Background: an optimization exercise with open tools, aiming at small area, a short achievable clock period and few clock cycles. Do not read the settings as production practice.
At most, simulation tests tie the RTL to the original design; equivalence was not proved.
Power figures rest on the tool's default switching activity, not on a simulated workload.

==> job 9055: inputs <==
==> flow/design.v <==
module pvc_sram_exerciser (
    input  wire        clk,
    input  wire        rst,
    input  wire        start,
    input  wire [2:0]  cfg_sel,
    input  wire        cfg_rw,
    input  wire        cfg_ret,
    input  wire        cfg_siz,
    output wire        busy,
    output wire        done,
    output wire        fault,
    output wire [3:0]  fault_code,
    output wire        verdict_fail,
    output reg  [31:0] fail_count,
    output wire        ev_valid,
    output reg  [2:0]  ev_kind,
    output wire [31:0] ev_data,
    input  wire        ev_ready,
    input  wire        rsp_valid,
    input  wire [2:0]  rsp_nsym,
    input  wire        rsp_z,
    input  wire [7:0]  rsp_byte,
    input  wire [2:0]  rec_idx,
    output wire        rec_addr_valid,
    output wire [19:0] rec_addr,
    output wire [7:0]  rec_label,
    output reg  [1:0]  rec_kind,
    output reg  [7:0]  rec_expect,
    output wire [7:0]  rec_act_val,
    output wire [7:0]  rec_act_zmask
);
    localparam [2:0] EV_XACT = 3'd1;
    localparam [2:0] EV_TRS  = 3'd2;
    localparam [2:0] EV_IND  = 3'd3;
    localparam [7:0] NEEDLE = 8'hA5;
    localparam [2:0] PH_TRS = 3'd0;
    localparam [2:0] PH_FLT = 3'd1;
    localparam [2:0] PH_SZ0 = 3'd2;    
    localparam [2:0] PH_SZN = 3'd3;    
    localparam [2:0] PH_SZR = 3'd4;    
    localparam [2:0] PH_SW  = 3'd5;    
    localparam [2:0] PH_RET = 3'd6;    
    localparam [2:0] PH_VRD = 3'd7;
    reg        run_q, done_q, fault_q;
    reg        fcode_q;                
    reg        wt;                     
    reg [2:0]  phase;
    reg [1:0]  step;
    reg [2:0]  pat;
    reg        ind;
    reg [18:0] addr;
    reg [2:0]  sel_r;
    reg        rw_r, ret_r, siz_r;
    reg [2:0]  plab;
    reg        full;
    reg [2:0]  rec_l_q [0:7];
    reg [2:0]  rec_p_q [0:7];
    reg        rec_z_q [0:7];
    reg [7:0]  rec_v_q [0:7];
    reg [18:0] rec_a_q [0:7];
    function [7:0] pat_val;
        input [2:0] p;
        begin
            case (p)
                3'd0: pat_val = 8'hAA;
                3'd1: pat_val = 8'h55;
                3'd2: pat_val = 8'hF0;
                3'd3: pat_val = 8'h0F;
                3'd4: pat_val = 8'hCC;
                3'd5: pat_val = 8'h33;
                3'd6: pat_val = 8'hFF;
                default: pat_val = 8'h00;
            endcase
        end
    endfunction
    wire has_cs2 = ~sel_r[2] & ~sel_r[0];           
    wire m13 = |sel_r;                              
    wire m15 = sel_r[2] | sel_r[1];                 
    wire m17 = sel_r[2] | (sel_r[1] & sel_r[0]);    
    wire m18 = sel_r[2];                            
    wire [18:0] amask = {m18, m17, m15, m15, m13, m13, 13'h1FFF};
    wire at_last = &(addr | ~amask);
    wire a_hi0   = ~|addr[18:7];
    wire a_lo127 = &addr[6:0];
    wire [18:0] addr_inc = (addr + 19'd1) & amask;
    wire is_ind  = (phase == PH_SW) && (step == 2'd0);
    wire is_xact = (phase != PH_TRS) && (phase != PH_VRD) && !is_ind;
    wire nz      = full | (|fail_count[2:0]);
    reg        c_we, c_oe, c_cs1, c_cs2;
    reg [7:0]  d_out;
    reg [2:0]  lab;
    always @(*) begin
        c_we = 1'b0; c_oe = 1'b0; c_cs1 = 1'b0; c_cs2 = 1'b0;
        d_out = 8'd0;
        lab = 3'd0;
        ev_kind = EV_XACT;
        case (phase)
            PH_TRS: ev_kind = EV_TRS;
            PH_FLT: begin
                c_we = 1'b1; c_cs1 = (step != 2'd2); c_cs2 = (step != 2'd0);
                lab = {1'b0, step} + 3'd1;
            end
            PH_SZ0, PH_SZN: begin
                if (step[0]) begin
                    c_we = 1'b1; c_oe = 1'b1; c_cs1 = 1'b1; c_cs2 = 1'b1;
                end else begin
                    c_oe = 1'b1;
                    d_out = (phase == PH_SZN) ? NEEDLE : 8'd0;
                end
            end
            PH_SZR: begin
                c_we = 1'b1;
                lab = 3'd4;
            end
            PH_SW: begin
                case (step)
                    2'd0: begin
                        ev_kind = EV_IND;
                        d_out = {7'd0, ~ind};
                    end
                    2'd1: begin
                        c_oe = 1'b1;
                        d_out = pat_val(pat);
                    end
                    2'd2: begin
                        c_we = 1'b1; c_oe = 1'b1; c_cs1 = 1'b1; c_cs2 = 1'b1;
                        lab = 3'd5;
                    end
                    default: begin
                        c_we = 1'b1;
                        lab = 3'd6;
                    end
                endcase
            end
            PH_RET: begin
                c_we = 1'b1;
                lab = 3'd7;
            end
            default: ev_kind = {2'b10, nz};      
        endcase
    end
    assign ev_data = {c_we, c_oe, c_cs1, c_cs2 & has_cs2, 1'b0,
                      addr[18:7] & {12{~is_ind}}, addr[6:0], d_out};
    wire rsp_one = rsp_valid && (rsp_nsym == 3'd1);
    wire rsp_bad = wt && rsp_valid && (rsp_nsym != 3'd1);
    assign ev_valid = run_q && (!wt || (rsp_one && phase != PH_VRD));
    wire   adv      = ev_valid && ev_ready;
    assign busy  = run_q;
    assign done  = done_q;
    assign fault = fault_q;
    assign fault_code   = {fcode_q, 2'b11, fcode_q};
    assign verdict_fail = nz;
    wire [7:0] pv = pat_val(pat);
    reg mm;
    always @(*) begin
        case (plab)
            3'd4:        mm = !rsp_z && (rsp_byte == NEEDLE);
            3'd6, 3'd7:  mm = rsp_z || (rsp_byte != pv);
            default:     mm = !rsp_z;
        endcase
    end
    wire fire   = wt && rsp_one && (plab != 3'd0) && mm;
    wire sat    = &fail_count;
    wire rec_we = fire && !full;
    wire        dec   = plab[2] & (plab[1] | ~plab[0]);
    wire [18:0] raddr = (addr - {18'd0, dec}) & amask;
    always @(posedge clk) begin
        if (rst) begin
            run_q   <= 1'b0;
            done_q  <= 1'b0;
            fault_q <= 1'b0;
            wt      <= 1'b0;
        end else if (!run_q) begin
            if (start && !fault_q) begin
                done_q <= 1'b0;
                if (cfg_sel > 3'd4) begin
                    fault_q <= 1'b1;
                    fcode_q <= 1'b0;
                end else begin
                    run_q <= 1'b1;
                end
            end
        end else begin
            if (rsp_bad) begin
                run_q   <= 1'b0;
                wt      <= 1'b0;
                fault_q <= 1'b1;
                fcode_q <= 1'b1;
            end else if (adv) begin
                wt <= is_xact;
                if (phase == PH_VRD) begin
                    run_q  <= 1'b0;
                    done_q <= 1'b1;
                end
            end else if (rsp_valid) begin
                wt <= 1'b0;
            end
        end
    end
    always @(posedge clk) begin
        if (!run_q) begin
            if (start) begin
                sel_r <= cfg_sel;
                rw_r  <= cfg_rw;
                ret_r <= cfg_ret;
                siz_r <= cfg_siz;
                phase <= PH_TRS;
                step  <= 2'd0;
                pat   <= 3'd7;
                ind   <= 1'b0;
                addr  <= 19'd0;
            end
        end else if (adv) begin
            plab <= lab;
            case (phase)
                PH_TRS, PH_FLT: begin
                    if (phase == PH_TRS && has_cs2) begin
                        phase <= PH_FLT;
                        step  <= 2'd0;
                    end else if (phase == PH_FLT && step != 2'd2) begin
                        step <= step + 2'd1;
                    end else begin
                        step <= 2'd0;
                        if (siz_r)     phase <= PH_SZ0;
                        else if (rw_r) phase <= PH_SW;
                        else           phase <= PH_VRD;
                    end
                end
                PH_SZ0: begin
                    step <= ~step;
                    if (step[0]) begin
                        addr <= addr_inc;
                        if (at_last) phase <= PH_SZN;
                    end
                end
                PH_SZN: begin
                    step <= ~step;
                    if (step[0]) begin
                        phase <= PH_SZR;
                        addr  <= addr_inc;
                    end
                end
                PH_SZR: begin
                    addr <= addr_inc;
                    if (at_last) begin
                        step  <= 2'd0;
                        phase <= rw_r ? PH_SW : PH_VRD;
                    end
                end
                PH_SW: begin
                    case (step)
                        2'd0: begin
                            step <= 2'd1;
                            ind  <= ~ind;
                            if (a_hi0) pat <= pat + 3'd1;
                        end
                        2'd1, 2'd2: step <= step + 2'd1;
                        default: begin
                            addr <= addr_inc;
                            if (at_last) begin
                                step <= 2'd0;
                                if (ret_r)             phase <= PH_RET;
                                else if (pat == 3'd7)  phase <= PH_VRD;
                            end else begin
                                step <= a_lo127 ? 2'd0 : 2'd1;
                            end
                        end
                    endcase
                end
                PH_RET: begin
                    addr <= addr_inc;
                    if (at_last) begin
                        step  <= 2'd0;
                        phase <= (pat == 3'd7) ? PH_VRD : PH_SW;
                    end
                end
                default: ;
            endcase
        end
    end
    wire [31:0] fc_ones;    
    assign fc_ones[0] = 1'b1;
    genvar g;
    generate
        for (g = 1; g < 32; g = g + 1) begin : g_ones
            assign fc_ones[g] = fc_ones[g-1] & fail_count[g-1];
        end
    endgenerate
    wire inc = fire && !sat;
    wire clr = !run_q && start;
    always @(posedge clk) begin
        fail_count <= clr ? 32'd0 : fail_count ^ (fc_ones & {32{inc}});
        full       <= !clr && (full || (inc && fc_ones[3]));
    end
    always @(posedge clk) begin
        if (run_q && rec_we) begin
            rec_l_q[fail_count[2:0]] <= plab;
            rec_p_q[fail_count[2:0]] <= pat;
            rec_z_q[fail_count[2:0]] <= rsp_z;
            rec_v_q[fail_count[2:0]] <= rsp_byte & {8{~rsp_z}};
            rec_a_q[fail_count[2:0]] <= raddr;
        end
    end
    reg [1:0] rk_d [0:7];
    reg [7:0] re_d [0:7];
    integer i;
    always @(*) begin
        for (i = 0; i < 8; i = i + 1) begin
            case (rec_l_q[i])
                3'd4: begin
                    rk_d[i] = 2'd2;
                    re_d[i] = NEEDLE;
                end
                3'd6, 3'd7: begin
                    rk_d[i] = 2'd0;
                    re_d[i] = pat_val(rec_p_q[i]);
                end
                default: begin
                    rk_d[i] = 2'd1;
                    re_d[i] = 8'd0;
                end
            endcase
        end
    end
    wire [8*41-1:0] rec_flat;
    genvar r;
    generate
        for (r = 0; r < 8; r = r + 1) begin : g_rec
            assign rec_flat[41*r +: 41] = {rec_l_q[r], rk_d[r], re_d[r], rec_z_q[r], rec_v_q[r], rec_a_q[r]};
        end
    endgenerate
    wire [40:0] rec_q;
    wire [7:0] rec_sel = 8'd1 << rec_idx;
    pvc_rec_mux u_rec_mux (.sel(rec_sel), .d(rec_flat), .q(rec_q));
    wire [2:0] r_l = rec_q[40:38];
    assign rec_label      = {5'd0, r_l};
    assign rec_addr_valid = r_l[2];
    assign rec_addr       = {1'b0, rec_q[18:0]};
    assign rec_act_val    = rec_q[26:19];
    assign rec_act_zmask  = {8{rec_q[27]}};
    always @(*) begin
        rec_kind   = rec_q[37:36];
        rec_expect = rec_q[35:28];
    end
endmodule
module pvc_rec_mux (
    input  wire [7:0]       sel,
    input  wire [8*41-1:0]  d,
    output wire [40:0]      q
);
    reg [40:0] acc;
    integer k;
    always @(*) begin
        acc = 41'd0;
        for (k = 0; k < 8; k = k + 1)
            acc = acc | (d[41*k +: 41] & {41{sel[k]}});
    end
    assign q = acc;
endmodule
==> flow/flow/run.sh <==
#!/bin/bash
# The standard layout, with plain buffers (buf_1) on the ports instead of
# the delay buffers buffer_ports picks by default. make's full output goes
# to standard.log in the work folder.
set -euo pipefail
export BUFFER_PORTS_ARGS="-buffer_cell sky130_fd_sc_hd__buf_1"
bash standard.sh finish > standard.log 2>&1
==> flow/standard.sh <==
#!/bin/bash
# synth_recipe.tcl (not shown) runs the flow's synth.tcl, then flattens the netlist and writes it again
# the make line also repeats each setting of config.mk as NAME=value (left out here)
make -C /OpenROAD-flow-scripts/flow DESIGN_CONFIG=/design/flow/config.mk WORK_HOME=/design/flow/orfs CLKGATE_MAP_FILE= SYNTH_SCRIPT=/design/flow/synth_recipe.tcl "${@:-finish}"
==> flow/config.mk <==
export PLATFORM = sky130hd
export DESIGN_NAME = pvc_sram_exerciser
export DESIGN_NICKNAME = pvc_sram_exerciser
export VERILOG_FILES = /design/flow/design.v
export SDC_FILE = /design/flow/constraint.sdc
export NUM_CORES = 4
export LEC_CHECK = 0
export CAP_MARGIN = 20
export CORE_MARGIN = 2
export CORE_UTILIZATION = 70
export CTS_BUF_LIST = sky130_fd_sc_hd__clkbuf_16
export CTS_CLUSTER_DIAMETER = 100
export CTS_CLUSTER_SIZE = 25
export SETUP_SLACK_MARGIN = 1.5
export SLEW_MARGIN = 20
export SYNTH_HIERARCHICAL = 1
==> flow/constraint.sdc <==
create_clock -name core_clock -period 5.0 [get_ports {clk}]
set_input_delay 1.0000 -clock core_clock [delete_from_list [all_inputs] [get_ports {clk}]]
set_output_delay 1.0000 -clock core_clock [all_outputs]
set_load 0.01 [all_outputs]
==> job 6064: changes against job 9055 <==
--- a/flow/design.v
+++ b/flow/design.v
@@ -83,5 +83,5 @@
     wire a_hi0   = ~|addr[18:7];
     wire a_lo127 = &addr[6:0];
-    wire [18:0] addr_inc = (addr + 19'd1) & amask;
+    wire [18:0] addr_inc = addr + 19'd1;
     wire is_ind  = (phase == PH_SW) && (step == 2'd0);
     wire is_xact = (phase != PH_TRS) && (phase != PH_VRD) && !is_ind;
@@ -230,6 +230,10 @@
                     step <= ~step;
                     if (step[0]) begin
-                        addr <= addr_inc;
-                        if (at_last) phase <= PH_SZN;
+                        if (at_last) begin
+                            phase <= PH_SZN;
+                            addr  <= 19'd0;
+                        end else begin
+                            addr <= addr_inc;
+                        end
                     end
                 end
@@ -238,12 +242,14 @@
                     if (step[0]) begin
                         phase <= PH_SZR;
-                        addr  <= addr_inc;
+                        addr  <= 19'd1;
                     end
                 end
                 PH_SZR: begin
-                    addr <= addr_inc;
                     if (at_last) begin
+                        addr  <= 19'd0;
                         step  <= 2'd0;
                         phase <= rw_r ? PH_SW : PH_VRD;
+                    end else begin
+                        addr <= addr_inc;
                     end
                 end
@@ -257,10 +263,11 @@
                         2'd1, 2'd2: step <= step + 2'd1;
                         default: begin
-                            addr <= addr_inc;
                             if (at_last) begin
+                                addr <= 19'd0;
                                 step <= 2'd0;
                                 if (ret_r)             phase <= PH_RET;
                                 else if (pat == 3'd7)  phase <= PH_VRD;
                             end else begin
+                                addr <= addr_inc;
                                 step <= a_lo127 ? 2'd0 : 2'd1;
                             end
@@ -269,8 +276,10 @@
                 end
                 PH_RET: begin
-                    addr <= addr_inc;
                     if (at_last) begin
+                        addr  <= 19'd0;
                         step  <= 2'd0;
                         phase <= (pat == 3'd7) ? PH_VRD : PH_SW;
+                    end else begin
+                        addr <= addr_inc;
                     end
                 end
@@ -279,17 +288,14 @@
         end
     end
-    wire [31:0] fc_ones;    
-    assign fc_ones[0] = 1'b1;
-    genvar g;
-    generate
-        for (g = 1; g < 32; g = g + 1) begin : g_ones
-            assign fc_ones[g] = fc_ones[g-1] & fail_count[g-1];
-        end
-    endgenerate
-    wire inc = fire && !sat;
-    wire clr = !run_q && start;
     always @(posedge clk) begin
-        fail_count <= clr ? 32'd0 : fail_count ^ (fc_ones & {32{inc}});
-        full       <= !clr && (full || (inc && fc_ones[3]));
+        if (!run_q) begin
+            if (start) begin
+                fail_count <= 32'd0;
+                full       <= 1'b0;
+            end
+        end else if (fire && !sat) begin
+            fail_count <= fail_count + 32'd1;
+            if (&fail_count[2:0]) full <= 1'b1;
+        end
     end
     always @(posedge clk) begin
@@ -323,37 +329,13 @@
         end
     end
-    wire [8*41-1:0] rec_flat;
-    genvar r;
-    generate
-        for (r = 0; r < 8; r = r + 1) begin : g_rec
-            assign rec_flat[41*r +: 41] = {rec_l_q[r], rk_d[r], re_d[r], rec_z_q[r], rec_v_q[r], rec_a_q[r]};
-        end
-    endgenerate
-    wire [40:0] rec_q;
-    wire [7:0] rec_sel = 8'd1 << rec_idx;
-    pvc_rec_mux u_rec_mux (.sel(rec_sel), .d(rec_flat), .q(rec_q));
-    wire [2:0] r_l = rec_q[40:38];
+    wire [2:0] r_l = rec_l_q[rec_idx];
     assign rec_label      = {5'd0, r_l};
     assign rec_addr_valid = r_l[2];
-    assign rec_addr       = {1'b0, rec_q[18:0]};
-    assign rec_act_val    = rec_q[26:19];
-    assign rec_act_zmask  = {8{rec_q[27]}};
-    always @(*) begin
-        rec_kind   = rec_q[37:36];
-        rec_expect = rec_q[35:28];
-    end
-endmodule
-module pvc_rec_mux (
-    input  wire [7:0]       sel,
-    input  wire [8*41-1:0]  d,
-    output wire [40:0]      q
-);
-    reg [40:0] acc;
-    integer k;
+    assign rec_addr       = {1'b0, rec_a_q[rec_idx]};
+    assign rec_act_val    = rec_v_q[rec_idx];
+    assign rec_act_zmask  = {8{rec_z_q[rec_idx]}};
     always @(*) begin
-        acc = 41'd0;
-        for (k = 0; k < 8; k = k + 1)
-            acc = acc | (d[41*k +: 41] & {41{sel[k]}});
+        rec_kind   = rk_d[rec_idx];
+        rec_expect = re_d[rec_idx];
     end
-    assign q = acc;
 endmodule
==> flow/run.sh (new file) <==
#!/bin/bash
# synth_recipe.tcl (not shown) runs the flow's synth.tcl, then flattens the netlist and writes it again
# the make line also repeats each setting of config.mk as NAME=value (left out here)
make -C /OpenROAD-flow-scripts/flow DESIGN_CONFIG=/design/flow/config.mk WORK_HOME=/design/flow/orfs CLKGATE_MAP_FILE= SYNTH_SCRIPT=/design/flow/synth_recipe.tcl finish
CORE_UTILIZATION = 30   (was 70)
CTS_BUF_LIST = unset   (was sky130_fd_sc_hd__clkbuf_16)
CTS_CLUSTER_DIAMETER = unset   (was 100)
CTS_CLUSTER_SIZE = unset   (was 25)
SYNTH_HIERARCHICAL = unset   (was 1)
removed: flow/flow/run.sh
removed: flow/standard.sh
==> job 1680: changes against job 9055 <==
--- a/flow/design.v
+++ b/flow/design.v
@@ -83,5 +83,5 @@
     wire a_hi0   = ~|addr[18:7];
     wire a_lo127 = &addr[6:0];
-    wire [18:0] addr_inc = (addr + 19'd1) & amask;
+    wire [18:0] addr_inc = addr + 19'd1;
     wire is_ind  = (phase == PH_SW) && (step == 2'd0);
     wire is_xact = (phase != PH_TRS) && (phase != PH_VRD) && !is_ind;
@@ -230,6 +230,10 @@
                     step <= ~step;
                     if (step[0]) begin
-                        addr <= addr_inc;
-                        if (at_last) phase <= PH_SZN;
+                        if (at_last) begin
+                            phase <= PH_SZN;
+                            addr  <= 19'd0;
+                        end else begin
+                            addr <= addr_inc;
+                        end
                     end
                 end
@@ -238,12 +242,14 @@
                     if (step[0]) begin
                         phase <= PH_SZR;
-                        addr  <= addr_inc;
+                        addr  <= 19'd1;
                     end
                 end
                 PH_SZR: begin
-                    addr <= addr_inc;
                     if (at_last) begin
+                        addr  <= 19'd0;
                         step  <= 2'd0;
                         phase <= rw_r ? PH_SW : PH_VRD;
+                    end else begin
+                        addr <= addr_inc;
                     end
                 end
@@ -257,10 +263,11 @@
                         2'd1, 2'd2: step <= step + 2'd1;
                         default: begin
-                            addr <= addr_inc;
                             if (at_last) begin
+                                addr <= 19'd0;
                                 step <= 2'd0;
                                 if (ret_r)             phase <= PH_RET;
                                 else if (pat == 3'd7)  phase <= PH_VRD;
                             end else begin
+                                addr <= addr_inc;
                                 step <= a_lo127 ? 2'd0 : 2'd1;
                             end
@@ -269,8 +276,10 @@
                 end
                 PH_RET: begin
-                    addr <= addr_inc;
                     if (at_last) begin
+                        addr  <= 19'd0;
                         step  <= 2'd0;
                         phase <= (pat == 3'd7) ? PH_VRD : PH_SW;
+                    end else begin
+                        addr <= addr_inc;
                     end
                 end
@@ -279,17 +288,14 @@
         end
     end
-    wire [31:0] fc_ones;    
-    assign fc_ones[0] = 1'b1;
-    genvar g;
-    generate
-        for (g = 1; g < 32; g = g + 1) begin : g_ones
-            assign fc_ones[g] = fc_ones[g-1] & fail_count[g-1];
-        end
-    endgenerate
-    wire inc = fire && !sat;
-    wire clr = !run_q && start;
     always @(posedge clk) begin
-        fail_count <= clr ? 32'd0 : fail_count ^ (fc_ones & {32{inc}});
-        full       <= !clr && (full || (inc && fc_ones[3]));
+        if (!run_q) begin
+            if (start) begin
+                fail_count <= 32'd0;
+                full       <= 1'b0;
+            end
+        end else if (fire && !sat) begin
+            fail_count <= fail_count + 32'd1;
+            if (&fail_count[2:0]) full <= 1'b1;
+        end
     end
     always @(posedge clk) begin
@@ -323,37 +329,13 @@
         end
     end
-    wire [8*41-1:0] rec_flat;
-    genvar r;
-    generate
-        for (r = 0; r < 8; r = r + 1) begin : g_rec
-            assign rec_flat[41*r +: 41] = {rec_l_q[r], rk_d[r], re_d[r], rec_z_q[r], rec_v_q[r], rec_a_q[r]};
-        end
-    endgenerate
-    wire [40:0] rec_q;
-    wire [7:0] rec_sel = 8'd1 << rec_idx;
-    pvc_rec_mux u_rec_mux (.sel(rec_sel), .d(rec_flat), .q(rec_q));
-    wire [2:0] r_l = rec_q[40:38];
+    wire [2:0] r_l = rec_l_q[rec_idx];
     assign rec_label      = {5'd0, r_l};
     assign rec_addr_valid = r_l[2];
-    assign rec_addr       = {1'b0, rec_q[18:0]};
-    assign rec_act_val    = rec_q[26:19];
-    assign rec_act_zmask  = {8{rec_q[27]}};
-    always @(*) begin
-        rec_kind   = rec_q[37:36];
-        rec_expect = rec_q[35:28];
-    end
-endmodule
-module pvc_rec_mux (
-    input  wire [7:0]       sel,
-    input  wire [8*41-1:0]  d,
-    output wire [40:0]      q
-);
-    reg [40:0] acc;
-    integer k;
+    assign rec_addr       = {1'b0, rec_a_q[rec_idx]};
+    assign rec_act_val    = rec_v_q[rec_idx];
+    assign rec_act_zmask  = {8{rec_z_q[rec_idx]}};
     always @(*) begin
-        acc = 41'd0;
-        for (k = 0; k < 8; k = k + 1)
-            acc = acc | (d[41*k +: 41] & {41{sel[k]}});
+        rec_kind   = rk_d[rec_idx];
+        rec_expect = re_d[rec_idx];
     end
-    assign q = acc;
 endmodule
==> flow/flow/run.sh (replaced) <==
#!/bin/bash
# The standard layout, with plain buffers (buf_2) on the ports instead of
# the delay buffers buffer_ports picks by default. make's full output goes
# to standard.log in the work folder.
set -euo pipefail
export BUFFER_PORTS_ARGS="-buffer_cell sky130_fd_sc_hd__buf_2"
bash standard.sh finish > standard.log 2>&1
CORE_UTILIZATION = 55   (was 70)
CTS_BUF_LIST = sky130_fd_sc_hd__clkbuf_8   (was sky130_fd_sc_hd__clkbuf_16)
CTS_CLUSTER_DIAMETER = 60   (was 100)
CTS_CLUSTER_SIZE = 18   (was 25)
SYNTH_HIERARCHICAL = unset   (was 1)
==> job 5939: changes against job 9055 <==
--- a/flow/design.v
+++ b/flow/design.v
@@ -14,5 +14,5 @@
     output reg  [31:0] fail_count,
     output wire        ev_valid,
-    output reg  [2:0]  ev_kind,
+    output wire [2:0]  ev_kind,
     output wire [31:0] ev_data,
     input  wire        ev_ready,
@@ -87,59 +87,18 @@
     wire is_xact = (phase != PH_TRS) && (phase != PH_VRD) && !is_ind;
     wire nz      = full | (|fail_count[2:0]);
-    reg        c_we, c_oe, c_cs1, c_cs2;
-    reg [7:0]  d_out;
     reg [2:0]  lab;
     always @(*) begin
-        c_we = 1'b0; c_oe = 1'b0; c_cs1 = 1'b0; c_cs2 = 1'b0;
-        d_out = 8'd0;
-        lab = 3'd0;
-        ev_kind = EV_XACT;
         case (phase)
-            PH_TRS: ev_kind = EV_TRS;
-            PH_FLT: begin
-                c_we = 1'b1; c_cs1 = (step != 2'd2); c_cs2 = (step != 2'd0);
-                lab = {1'b0, step} + 3'd1;
-            end
-            PH_SZ0, PH_SZN: begin
-                if (step[0]) begin
-                    c_we = 1'b1; c_oe = 1'b1; c_cs1 = 1'b1; c_cs2 = 1'b1;
-                end else begin
-                    c_oe = 1'b1;
-                    d_out = (phase == PH_SZN) ? NEEDLE : 8'd0;
-                end
-            end
-            PH_SZR: begin
-                c_we = 1'b1;
-                lab = 3'd4;
-            end
-            PH_SW: begin
-                case (step)
-                    2'd0: begin
-                        ev_kind = EV_IND;
-                        d_out = {7'd0, ~ind};
-                    end
-                    2'd1: begin
-                        c_oe = 1'b1;
-                        d_out = pat_val(pat);
-                    end
-                    2'd2: begin
-                        c_we = 1'b1; c_oe = 1'b1; c_cs1 = 1'b1; c_cs2 = 1'b1;
-                        lab = 3'd5;
-                    end
-                    default: begin
-                        c_we = 1'b1;
-                        lab = 3'd6;
-                    end
-                endcase
-            end
-            PH_RET: begin
-                c_we = 1'b1;
-                lab = 3'd7;
-            end
-            default: ev_kind = {2'b10, nz};      
+            PH_FLT:  lab = {1'b0, step} + 3'd1;
+            PH_SZR:  lab = 3'd4;
+            PH_SW:   lab = (step == 2'd2) ? 3'd5 : (step == 2'd3) ? 3'd6 : 3'd0;
+            PH_RET:  lab = 3'd7;
+            default: lab = 3'd0;
         endcase
     end
-    assign ev_data = {c_we, c_oe, c_cs1, c_cs2 & has_cs2, 1'b0,
-                      addr[18:7] & {12{~is_ind}}, addr[6:0], d_out};
+    pvc_ev_dec u_ev_dec (
+        .phase(phase), .step(step), .pat(pat), .ind(ind), .addr(addr),
+        .has_cs2(has_cs2), .nz(nz), .ev_kind(ev_kind), .ev_data(ev_data)
+    );
     wire rsp_one = rsp_valid && (rsp_nsym == 3'd1);
     wire rsp_bad = wt && rsp_valid && (rsp_nsym != 3'd1);
@@ -358,2 +317,69 @@
     assign q = acc;
 endmodule
+module pvc_ev_dec (
+    input  wire [2:0]  phase,
+    input  wire [1:0]  step,
+    input  wire [2:0]  pat,
+    input  wire        ind,
+    input  wire [18:0] addr,
+    input  wire        has_cs2,
+    input  wire        nz,
+    output reg  [2:0]  ev_kind,
+    output wire [31:0] ev_data
+);
+    reg        c_we, c_oe, c_cs1, c_cs2;
+    reg [7:0]  d_out;
+    reg [7:0]  pv;
+    wire is_ind = (phase == 3'd5) && (step == 2'd0);
+    always @(*) begin
+        case (pat)
+            3'd0: pv = 8'hAA;
+            3'd1: pv = 8'h55;
+            3'd2: pv = 8'hF0;
+            3'd3: pv = 8'h0F;
+            3'd4: pv = 8'hCC;
+            3'd5: pv = 8'h33;
+            3'd6: pv = 8'hFF;
+            default: pv = 8'h00;
+        endcase
+    end
+    always @(*) begin
+        c_we = 1'b0; c_oe = 1'b0; c_cs1 = 1'b0; c_cs2 = 1'b0;
+        d_out = 8'd0;
+        ev_kind = 3'd1;
+        case (phase)
+            3'd0: ev_kind = 3'd2;                        
+            3'd1: begin                                  
+                c_we = 1'b1; c_cs1 = (step != 2'd2); c_cs2 = (step != 2'd0);
+            end
+            3'd2, 3'd3: begin                            
+                if (step[0]) begin
+                    c_we = 1'b1; c_oe = 1'b1; c_cs1 = 1'b1; c_cs2 = 1'b1;
+                end else begin
+                    c_oe = 1'b1;
+                    d_out = (phase == 3'd3) ? 8'hA5 : 8'd0;
+                end
+            end
+            3'd5: begin                                  
+                case (step)
+                    2'd0: begin
+                        ev_kind = 3'd3;
+                        d_out = {7'd0, ~ind};
+                    end
+                    2'd1: begin
+                        c_oe = 1'b1;
+                        d_out = pv;
+                    end
+                    2'd2: begin
+                        c_we = 1'b1; c_oe = 1'b1; c_cs1 = 1'b1; c_cs2 = 1'b1;
+                    end
+                    default: c_we = 1'b1;
+                endcase
+            end
+            3'd4, 3'd6: c_we = 1'b1;                     
+            default: ev_kind = {2'b10, nz};              
+        endcase
+    end
+    assign ev_data = {c_we, c_oe, c_cs1, c_cs2 & has_cs2, 1'b0,
+                      addr[18:7] & {12{~is_ind}}, addr[6:0], d_out};
+endmodule
==> flow/flow/run.sh (replaced) <==
#!/bin/bash
# The standard layout, with plain buffers (buf_2) on the ports instead of
# the delay buffers buffer_ports picks by default. make's full output goes
# to standard.log in the work folder.
set -euo pipefail
export BUFFER_PORTS_ARGS="-buffer_cell sky130_fd_sc_hd__buf_2"
bash standard.sh finish > standard.log 2>&1
CORE_UTILIZATION = 55   (was 70)
CTS_BUF_LIST = sky130_fd_sc_hd__clkbuf_8   (was sky130_fd_sc_hd__clkbuf_16)
CTS_CLUSTER_DIAMETER = 60   (was 100)
CTS_CLUSTER_SIZE = 18   (was 25)
SETUP_SLACK_MARGIN = 1.7   (was 1.5)
==> summary.txt <==
Setup path
  • WS Path Type: in -> out
  • CP Launch Point: rec_idx[2]
  • Highest-delay cell along the critical path: nand4_1

Finish
  • Most frequent cells in the layout: edfxtp_1, buf_2, nor2_1
  • Count of multi-input gates: 940
  • End-of-flow core utilization: about two thirds

Run status
  • Status: timing/DRC/antenna clean

Clocking
  • CTS Buf Count: 28
  • Post-CTS Resized: 49
The numbers above come from job 5939.

==> summary.txt <==
Logic synthesis
  • Post-synth EDFFs: around 340

Run status
  • Status: timing/DRC/antenna clean

Setup path
  • CP Launch Point: rec_idx[2]
  • WS Path Type: in -> out

Finish
  • Count of multi-input gates: about 850
  • Most frequent cells in the layout: edfxtp_1, a22oi_1, clkdlybuf4s50_1
  • End-of-flow core utilization: approximately two fifths

Clocking
  • Post-CTS Resized: approximately 220
  • CTS Buf Count: 38

Pwr
  • Peak supply drop: ~0.00024 V
The numbers above come from job 6064.

==> summary.txt <==
Run status
  • Status: timing/DRC/antenna clean

Global route
  • GRT Util Overall: 32.6%

Finish
  • Count of multi-input gates: roughly 930
  • Most frequent cells in the layout: edfxtp_1, buf_1, a22oi_1
  • End-of-flow core utilization: roughly 77%

Clocking
  • Post-CTS Resized: 18
  • CTS Buf Count: 17

Setup path
  • WS Path Type: reg -> out
  • Highest-delay cell along the critical path: edfxtp_1
  • CP Launch Point: phase[0]
The numbers above come from job 9055.

==> summary.txt <==
Run status
  • Status: timing/DRC/antenna clean

Finish
  • Most frequent cells in the layout: edfxtp_1, buf_2, a22oi_1
  • End-of-flow core utilization: a little under two thirds

Setup path
  • CP Launch Point: rec_idx[0]

Clocking
  • Post-CTS Resized: 27
The numbers above come from job 1680.

Testbench counts of job 9055, summed over its fixed seeds: cycles 1,723,440.
Testbench counts of job 6064, summed over its fixed seeds: cycles 1,723,440.
Testbench counts of job 1680, summed over its fixed seeds: cycles 1,723,440.
Only the layout flow was run in job 5939; the RTL was not checked for function there.

-- re-timing with driven ports --
Ports are ideal in the flow. The routed layouts listed here were re-timed in OpenROAD. Step 1 (the two cells are an assumption about what drives the block):
set clk [get_ports {clk}]
set_driving_cell -lib_cell sky130_fd_sc_hd__clkbuf_16 $clk
set_driving_cell -lib_cell sky130_fd_sc_hd__buf_2 [delete_from_list [all_inputs] $clk]
Step 2 adds t to the input delays and takes it off the output delays; t is the mean of the earliest and latest rising clock arrival at the registers after step 1. Input paths then give back, and output paths get back, about the clock's delay inside the block. a / b / c = ideal ports / drivers / drivers and shift; a / b = the first two.
run	shift t [ns]	setup slack, ns	worst hold slack (ns)
job 9055	0.561	1.547 / 1.497 / 1.112	0.474 / 0.474 / 0.474
job 6064	0.595	1.325 / 1.276 / 0.997	0.509 / 0.509 / 0.509
job 1680	0.647	1.462 / 1.412 / 1.360	0.499 / 0.499 / 0.499
job 5939	0.652	1.640 / 1.579 / 1.264	0.492 / 0.492 / 0.492
After both steps setup and hold are still met in every run listed. The setup slack of job 9055, which loses most, moves by -0.050 ns with the drivers and by -0.435 ns with both steps.
